This is an optimization exercise on Yosys and OpenROAD, whose aim is a short achievable clock period and few clock cycles, not a production implementation.
In this exercise RTL edits were held to simulation tests only and were not proved equivalent to the original.
No activity file was given, so power comes from the tool's default toggle rates.

## cpusim_core
module cpusim_core (
    input  wire        clk,
    input  wire        rst,         
    output wire [15:0] mem_addr,
    output wire        mem_re,
    output wire        mem_we,
    output wire [15:0] mem_wdata,
    input  wire [15:0] mem_rdata
);
    localparam [2:0] OP_STORE  = 3'b000;
    localparam [2:0] OP_LOAD   = 3'b001;
    localparam [2:0] OP_SETLOW = 3'b010;   
    localparam [2:0] OP_SETTOP = 3'b011;   
    localparam [2:0] OP_COPY   = 3'b100;
    localparam [2:0] OP_ALU    = 3'b101;
    reg [15:0] pc;       
    reg [15:0] ir;       
    reg        v;        
    reg [15:0] r2, r3, r4, r5, r6, r7;
    reg [15:0] madr;     
    reg        we;       
    reg        re;       
    reg        pt;       
    reg        rd;       
    reg [15:0] raddr;
    reg        rj4;      
    reg [15:0] ag, ap;   
    reg        a_f, a_no;
    reg        a_e15;    
    reg        a_nm;
    reg [15:0] wdata;    
    reg [15:0] cv;       
    reg        cv4;      
    wire [2:0] op   = ir[2:0];
    wire [2:0] dst  = ir[8:6];
    wire [2:0] src  = ir[5:3];           
    reg d_ld, d_mem, d_slow, d_stop, d_copy, d_alu, d_jx, d_j4;
    reg fzx, fox, fsx, fzy, foy, fsy;    
    reg d_xv, x_cj, x_ux, x_uy, x_k, x_kv, x_pol;    
    wire x_z  = x_ux ? (x_pol ? fox : fzx) : (x_pol ? foy : fzy);
    wire x_s  = (x_ux ? fsx : fsy) ^ x_pol;
    wire r_z  = x_k ? ~x_kv : x_z;
    wire r_s  = x_k ? x_kv : x_s;
    wire d_xt = x_cj | ((r_z == ir[13]) & (r_s == ir[12]));
    wire xv_n, cj_n, ux_n, uy_n, k_n, kv_n, pol_n;
    cpusim_exact u_exact (
        .f (mem_rdata), .copyj (cj_n), .xv (xv_n), .use_x (ux_n), .use_y (uy_n),
        .is_k (k_n), .k_val (kv_n), .pol (pol_n)
    );
  ...
Size: ~2400 cells after synthesis, roughly 16000 um^2 of cells after synthesis.
Settings: LEC_CHECK=0, ABC_AREA=1, CAP_MARGIN=20, CORE_MARGIN=2, CORE_UTILIZATION=30, CTS_CLUSTER_DIAMETER=100, CTS_CLUSTER_SIZE=16, SETUP_SLACK_MARGIN=5, SLEW_MARGIN=20, SYNTH_HIERARCHICAL=1; clock period 7.0 ns.
run.sh (not shown) runs the stock make flow with config.mk's settings and CLKGATE_MAP_FILE= SYNTH_SCRIPT=/design/flow/synth_recipe.tcl, a recipe that flattens the netlist after the stock synthesis.
The first run finished with timing, DRC and antenna clean.
Testbench counts at the start, summed over its fixed seeds: cycles 38,464.
Edit:
Settings changed: CORE_UTILIZATION 30 to 20.
=> Design area rises slightly. Clock-buffer cell count fell by 2. Total power came out lower slightly. Worst setup slack gets worse by 3.8 ps. Flip-flop and latch count is unchanged. Critical path depth is unchanged.


## before
cpusim_core, a different RTL version from the one above (not shown whole).
Size: ~2300 cells after synthesis, about 0.015 mm2 of cells after synthesis.
==> flow/design.v (excerpt) <==
module cpusim_core (
    input  wire        clk,
    input  wire        rst,         
    output wire [15:0] mem_addr,
    output wire        mem_re,
    output wire        mem_we,
    output wire [15:0] mem_wdata,
    input  wire [15:0] mem_rdata
);
    localparam [2:0] OP_STORE  = 3'b000;
    localparam [2:0] OP_LOAD   = 3'b001;
    localparam [2:0] OP_SETLOW = 3'b010;   
    localparam [2:0] OP_SETTOP = 3'b011;   
    localparam [2:0] OP_COPY   = 3'b100;
    localparam [2:0] OP_ALU    = 3'b101;
    reg [15:0] pc;       
    reg [15:0] ir;       
    reg        v;        
    reg [15:0] r2, r3, r4, r5, r6, r7;
    reg [15:0] madr;     
    reg        we;       
    reg        pt;       
    reg        rd;       
    reg [15:0] raddr;
    reg        rj4;      
    reg [15:0] ag, ap;   
    reg        a_f, a_no;
    reg        a_e15;    
    reg        a_nm;
    reg [15:0] wdata;    
    reg [15:0] cv;       
    reg        cv4;      
    wire [2:0] op   = ir[2:0];
    wire [2:0] dst  = ir[8:6];
    wire [2:0] src  = ir[5:3];           
    reg d_ld, d_mem, d_slow, d_stop, d_copy, d_alu, d_jx, d_j4;
    reg fzx, fox, fsx, fzy, foy, fsy;    
    reg d_xv, x_cj, x_ux, x_uy, x_k, x_kv, x_pol;    
    wire x_z  = x_ux ? (x_pol ? fox : fzx) : (x_pol ? foy : fzy);
    wire x_s  = (x_ux ? fsx : fsy) ^ x_pol;
    wire r_z  = x_k ? ~x_kv : x_z;
    wire r_s  = x_k ? x_kv : x_s;
    wire d_xt = x_cj | ((r_z == ir[13]) & (r_s == ir[12]));
    wire xv_n, cj_n, ux_n, uy_n, k_n, kv_n, pol_n;
    cpusim_exact u_exact (
        .f (mem_rdata), .copyj (cj_n), .xv (xv_n), .use_x (ux_n), .use_y (uy_n),
        .is_k (k_n), .k_val (kv_n), .pol (pol_n)
    );
  ...
clock: 7.0 ns
lec_check: 0
abc_area: 1
cap_margin: 20
core_margin: 2
core_utilization: 40
setup_slack_margin: 4.5
slew_margin: 20
synth_hierarchical: 1
Testbench counts of before, summed over its fixed seeds: cycles 38,464.
Modified inputs, after compared to before
-- flow/config.mk --
<<< before, line 11
export CORE_UTILIZATION = 40
>>> after, line 11
export CORE_UTILIZATION = 25
Results
- Going from before to after, area of the placeable core grew by more than half.
- after reports a lower final setup slack of the worst path than before does.
- Count of cell instances traversed by the critical path | after below before
- Hold slack: after and before compared, lower one is before
- Compared with before, number of clock-tree buffers in the layout in after increased by more than 10%.
- after vs before: wire length down in after
- Of after and before, it is after that has the lower global-route usage over all layers.
- Delta(number of iterations in the first detailed-routing pass, after - before) < 0
- after went all the way through the flow, and no timing, DRC or antenna check failed.
- Going from before to after, the leakage component of the power was found to have gone down by about 0.43%.
- Total length of routed met2 wires (lower): after

[re-timing with driven ports]
In the flow no input, the clock included, has a driving cell. The finished layouts below were timed again as built, in two steps. Step 1 (the two cells are an assumption about what drives the block):
set clk [get_ports {clk}]
set_driving_cell -lib_cell sky130_fd_sc_hd__clkbuf_16 $clk
set_driving_cell -lib_cell sky130_fd_sc_hd__buf_2 [delete_from_list [all_inputs] $clk]
Step 2 moves the port delays by t, midway between the first and last clock arrival at a register: inputs arrive t later, outputs are due t later. That takes back most of the time a late clock gives input paths. Slacks: ideal ports / drivers / drivers and shift; pairs: ideal ports / drivers.
run	t (ns)	setup slack, ns	worst setup path at the end	worst register clock-pin slew, ns	cell pins on the clock port's net
the first run of note 1	0.578	4.582 / 4.529 / 4.182	input to register	0.08 / 0.08	1
the second run of note 1	0.581	4.578 / 4.524 / 3.987	input to register	0.09 / 0.09	1
before	0.627	4.525 / 4.478 / 3.945	input to register	0.06 / 0.06	1
after	0.631	4.512 / 4.454 / 3.967	input to register	0.07 / 0.07	1
After both steps every run listed still meets setup and hold. For the second run of note 1, which loses most, drivers alone change the setup slack by -0.054 ns; drivers and shift together by -0.591 ns.
